This is an optimization exercise on Yosys and OpenROAD, whose aim is small area, not a production implementation. At most, simulation tests tie the RTL to the original design; equivalence was not proved. The clock port is modelled as an ideal driver; clocking choices that lean on that would not hold on a real chip. Power is estimated from default activity; no workload was simulated.

v6:
==> flow/design.v (excerpt) <==
module rbhe (
    input  wire        clk,
    input  wire        rst,
    input  wire        bus_en,
    input  wire        bus_we,
    input  wire [7:0]  bus_addr,
    input  wire [31:0] bus_wdata,
    output reg  [31:0] bus_rdata,
    input  wire        rx_valid,
    input  wire [7:0]  rx_data,
    input  wire        rx_err,
    output wire        rx_ready,
    output wire        tx_valid,
    output reg  [7:0]  tx_data,
    output wire        tx_flush,
    input  wire        tx_ready,
    input  wire        tx_drained,
    input  wire        tx_err,
    output wire        irq,
    output wire        link_owned,
    output wire        handoff
);
    localparam [31:0] PAYLOAD_CAP = 32'd64;
    localparam [31:0] ID_VALUE    = 32'h5242_4845;
    localparam [31:0] MARKER_INFO = 32'h0000_0238;
    localparam [2:0] S_INIT = 3'd0, S_READY = 3'd1, S_TRIGGER = 3'd2, S_SEND_LEN = 3'd3,
                     S_ACK  = 3'd4, S_SEND_BODY = 3'd5, S_DONE = 3'd6, S_ERROR = 3'd7;
  ...
==> flow/config.mk <==
export PLATFORM = sky130hd
export DESIGN_NAME = rbhe
export DESIGN_NICKNAME = rbhe
export VERILOG_FILES = /design/flow/design.v
export SDC_FILE = /design/flow/constraint.sdc
export NUM_CORES = 4
export LEC_CHECK = 0
export CAP_MARGIN = 20
export CORE_MARGIN = 2
export CORE_UTILIZATION = 40
export CTS_BUF_LIST = sky130_fd_sc_hd__clkbuf_4 sky130_fd_sc_hd__clkbuf_8
export PLACE_DENSITY = 0.6
export SLEW_MARGIN = 20
==> flow/constraint.sdc <==
create_clock -name core_clock -period 10.0 [get_ports {clk}]
set_input_delay 2.0000 -clock core_clock [delete_from_list [all_inputs] [get_ports {clk}]]
set_output_delay 2.0000 -clock core_clock [all_outputs]
set_load 0.01 [all_outputs]
run.sh (not shown) runs the stock make flow with config.mk's settings and CLKGATE_MAP_FILE= SYNTH_SCRIPT=/design/flow/synth_recipe.tcl, a recipe that flattens the netlist after the stock synthesis.
diff inputs: v6 => v7
-- flow/config.mk --
<<< v6, line 10
export CORE_UTILIZATION = 40
export CTS_BUF_LIST = sky130_fd_sc_hd__clkbuf_4 sky130_fd_sc_hd__clkbuf_8
export PLACE_DENSITY = 0.6
>>> v7, line 10
export CORE_UTILIZATION = 40
export PLACE_DENSITY = 0.6
==> results.txt <==
- Compared with v6, in v7 sum of met3 wire segment lengths after detailed routing grew by 1.8%; share of power burned in combinational logic went down.
- As far as combinational power is concerned, v6 and v7 perform about the same.
- Cmp v7 vs v6: design area higher in v7
- From v7 to v6, fraction of synthesized area in multiplexers did not move at all.
- Between v7 and v6, the multi-input combinational area share does not differ in any meaningful way.
- v7 and v6 ended up with roughly the same total detailed-routing wirelength.
No functional check of the RTL was part of any run of this note.


== lane 1 ==
Another version of the RTL of rbhe (not shown whole).
Size: roughly 2400 cells after synthesis, about 690 flip-flops, ~0.029 mm² of cells after synthesis.
// rbhe
module rbhe (
    input  wire        clk,
    input  wire        rst,
    input  wire        bus_en,
    input  wire        bus_we,
    input  wire [7:0]  bus_addr,
    input  wire [31:0] bus_wdata,
    output reg  [31:0] bus_rdata,
    input  wire        rx_valid,
    input  wire [7:0]  rx_data,
    input  wire        rx_err,
    output wire        rx_ready,
    output wire        tx_valid,
    output reg  [7:0]  tx_data,
    output wire        tx_flush,
    input  wire        tx_ready,
    input  wire        tx_drained,
    input  wire        tx_err,
    output wire        irq,
    output wire        link_owned,
    output wire        handoff
);
export LEC_CHECK = 0
export CAP_MARGIN = 20
export CORE_MARGIN = 2
export CORE_UTILIZATION = 60
export PLACE_DENSITY = 0.7
export SLEW_MARGIN = 20
export SYNTH_HIERARCHICAL = 1
export SYNTH_MINIMUM_KEEP_SIZE = 0
create_clock -name core_clock -period 10.0 [get_ports {clk}]
standard.sh (not shown) runs the stock make flow with config.mk's settings and CLKGATE_MAP_FILE= SYNTH_SCRIPT=/design/flow/synth_recipe.tcl, a recipe that flattens the netlist after the stock synthesis.
==> flow/flow/run.sh <==
#!/bin/bash
# Own layout flow: the standard flow (standard.sh, standard synthesis
# unchanged) with these changes:
#  - CTS with larger sink clusters and without dummy loads, then clock
#    buffers shrunk where flip-flop clock slews allow, and logic cells shrunk
#    where slews and slacks allow (flow/post_cts.tcl);
#  - port buffers of the smallest buffer cell.
# The make output goes to standard_make.log; ORFS writes each step's log
# under orfs/logs/.
set -euo pipefail
here=$(pwd)
export CTS_ARGS="-sink_clustering_enable -repair_clock_nets -sink_clustering_size 35 -sink_clustering_max_diameter 70 -buf_list sky130_fd_sc_hd__clkbuf_16 -dont_use_dummy_load"
export POST_CTS_TCL="$here/flow/post_cts.tcl"
export BUFFER_PORTS_ARGS="-buffer_cell sky130_fd_sc_hd__buf_1"
bash standard.sh > standard_make.log 2>&1
==> flow/flow/post_cts.tcl <==
source [file join [file dirname [info script]] downsize_clk.tcl]
source [file join [file dirname [info script]] downsize_logic.tcl]
estimate_parasitics -placement
downsize_clock_buffers 0.120 {sky130_fd_sc_hd__clkbuf_2 sky130_fd_sc_hd__clkbuf_4 sky130_fd_sc_hd__clkbuf_8 sky130_fd_sc_hd__clkbuf_16}
downsize_logic_cells 0.8 0.5 0.1
detailed_placement
check_placement -verbose
estimate_parasitics -placement
Other scripts of this flow, unchanged in this note and not shown: flow/flow/downsize_clk.tcl, flow/flow/downsize_logic.tcl
Here is what was changed in the inputs of lane 2 compared with lane 1.
--- a/flow/config.mk
+++ b/flow/config.mk
@@ -8,6 +8,6 @@
 export CAP_MARGIN = 20
 export CORE_MARGIN = 2
-export CORE_UTILIZATION = 60
-export PLACE_DENSITY = 0.7
+export CORE_UTILIZATION = 40
+export PLACE_DENSITY = 0.6
 export SLEW_MARGIN = 20
 export SYNTH_HIERARCHICAL = 1
Findings:
Lane 2 vs lane 1: internal portion of total power up slightly. The run with more setup slack is lane 2; lane 1 has less. The run showing the greater total power is lane 2.
For lane 3, these inputs were changed with respect to lane 2:
--- a/flow/flow/run.sh
+++ b/flow/flow/run.sh
@@ -10,5 +10,5 @@
 set -euo pipefail
 here=$(pwd)
-export CTS_ARGS="-sink_clustering_enable -repair_clock_nets -sink_clustering_size 35 -sink_clustering_max_diameter 70 -buf_list sky130_fd_sc_hd__clkbuf_16 -dont_use_dummy_load"
+export CTS_ARGS="-sink_clustering_enable -repair_clock_nets -sink_clustering_size 30 -sink_clustering_max_diameter 60 -buf_list sky130_fd_sc_hd__clkbuf_16 -dont_use_dummy_load"
 export POST_CTS_TCL="$here/flow/post_cts.tcl"
 export BUFFER_PORTS_ARGS="-buffer_cell sky130_fd_sc_hd__buf_1"
==> flow/flow/post_cts.tcl <==
source [file join [file dirname [info script]] downsize_clk.tcl]
source [file join [file dirname [info script]] downsize_logic.tcl]
estimate_parasitics -placement
downsize_clock_buffers 0.110 {sky130_fd_sc_hd__clkbuf_2 sky130_fd_sc_hd__clkbuf_4 sky130_fd_sc_hd__clkbuf_8 sky130_fd_sc_hd__clkbuf_16}
downsize_logic_cells 0.8 0.5 0.1
detailed_placement
check_placement -verbose
estimate_parasitics -placement
Notes after the runs:
- Re area growth from synthesis to layout: lane 2 and lane 3 aren't equal, and the higher value belongs to lane 3.
- Compared with lane 2, lane 3 shows count of clock-buffer cells in the layout that has gone up by more than 10%.
- Lower violation count after the first detailed-route iteration among lane 2 and lane 3: lane 2
- There was hardly any difference in combinational power between lane 2 and lane 3.
- Of lane 3 and lane 2, it is lane 3 that has the higher net count reported at finish.
- In the reports for lane 2 and lane 3, the larger fraction of met3 tracks used by global routing belongs to lane 3.
- Comparing lane 2 with lane 3, the total non-filler cell area in the finished layout came out essentially unchanged.
- Relative to lane 2, the via count of the first global-routing pass measured on lane 3 has increased slightly.
- On number of non-filler instances in the completed layout, lane 2 and lane 3 are neck and neck.
- Lane 3 does worse than lane 2 on net switching power.
diff inputs: lane 3 => lane 4
==> flow/flow/post_cts.tcl <==
source [file join [file dirname [info script]] downsize_clk.tcl]
source [file join [file dirname [info script]] downsize_logic.tcl]
estimate_parasitics -placement
downsize_clock_buffers 0.120 {sky130_fd_sc_hd__clkbuf_2 sky130_fd_sc_hd__clkbuf_4 sky130_fd_sc_hd__clkbuf_8 sky130_fd_sc_hd__clkbuf_16}
downsize_logic_cells 0.8 0.5 0.1
detailed_placement
check_placement -verbose
estimate_parasitics -placement
--- a/flow/config.mk
+++ b/flow/config.mk
@@ -8,6 +8,6 @@
 export CAP_MARGIN = 20
 export CORE_MARGIN = 2
-export CORE_UTILIZATION = 40
-export PLACE_DENSITY = 0.6
+export CORE_UTILIZATION = 60
+export PLACE_DENSITY = 0.7
 export SLEW_MARGIN = 20
 export SYNTH_HIERARCHICAL = 1
--- outcome ---
- Lane 4 completed; timing, DRC and antenna clean
- Looking at die area across lane 4 and lane 3, the one that comes out lower is lane 4.
- Count of port buffers added during placement: lane 4 vs lane 3, no meaningful difference
- Lane 4: portion of total power attributed to the clock network 0.9 points below lane 3
- Of lane 4 and lane 3, lane 4 shows the lower cell area, with lane 3 above it.
- Combinational fraction of design power: lane 4 vs lane 3, no meaningful difference
- Comparing lane 3 with lane 4, the switching share of total power came out essentially unchanged.
- Summary of lane 4 over lane 3: register-to-register slack now sits higher, fraction of area in multi-input gates now sits higher, wire length after detailed routing now sits higher, signed area change from the synthesized netlist to the final layout now sits lower.
- In lane 4 the final period demand of the worst path turned out 160 ps higher than in lane 3.

re-timing with driven ports:
No port has a modelled driver above. Below, the same layouts with a new extraction and two added sets of constraints. Step 1 sets driving cells, clkbuf_16 on the clock port and buf_2 on the other inputs (assumed; they add their load-dependent delay and slew). Step 2 moves the port delays by t, midway between the first and last clock arrival at a register: inputs arrive t later, outputs are due t later. That takes back most of the time a late clock gives input paths. a / b / c = ideal ports / drivers / drivers and shift; a / b = the first two.
run	t (ns)	setup WS [ns]	latest minus earliest clock arrival (ns)
v6	0.782	1.574 / 1.510 / 2.292	0.050 / 0.050
v7	0.684	1.639 / 1.571 / 2.256	0.026 / 0.027
lane 1	0.625	1.598 / 1.537 / 2.162	0.040 / 0.039
lane 2	0.651	1.637 / 1.567 / 2.218	0.103 / 0.104
lane 3	0.623	1.729 / 1.662 / 2.284	0.112 / 0.113
lane 4	0.639	1.569 / 1.507 / 2.146	0.041 / 0.041
After both steps setup and hold are still met in every run listed.
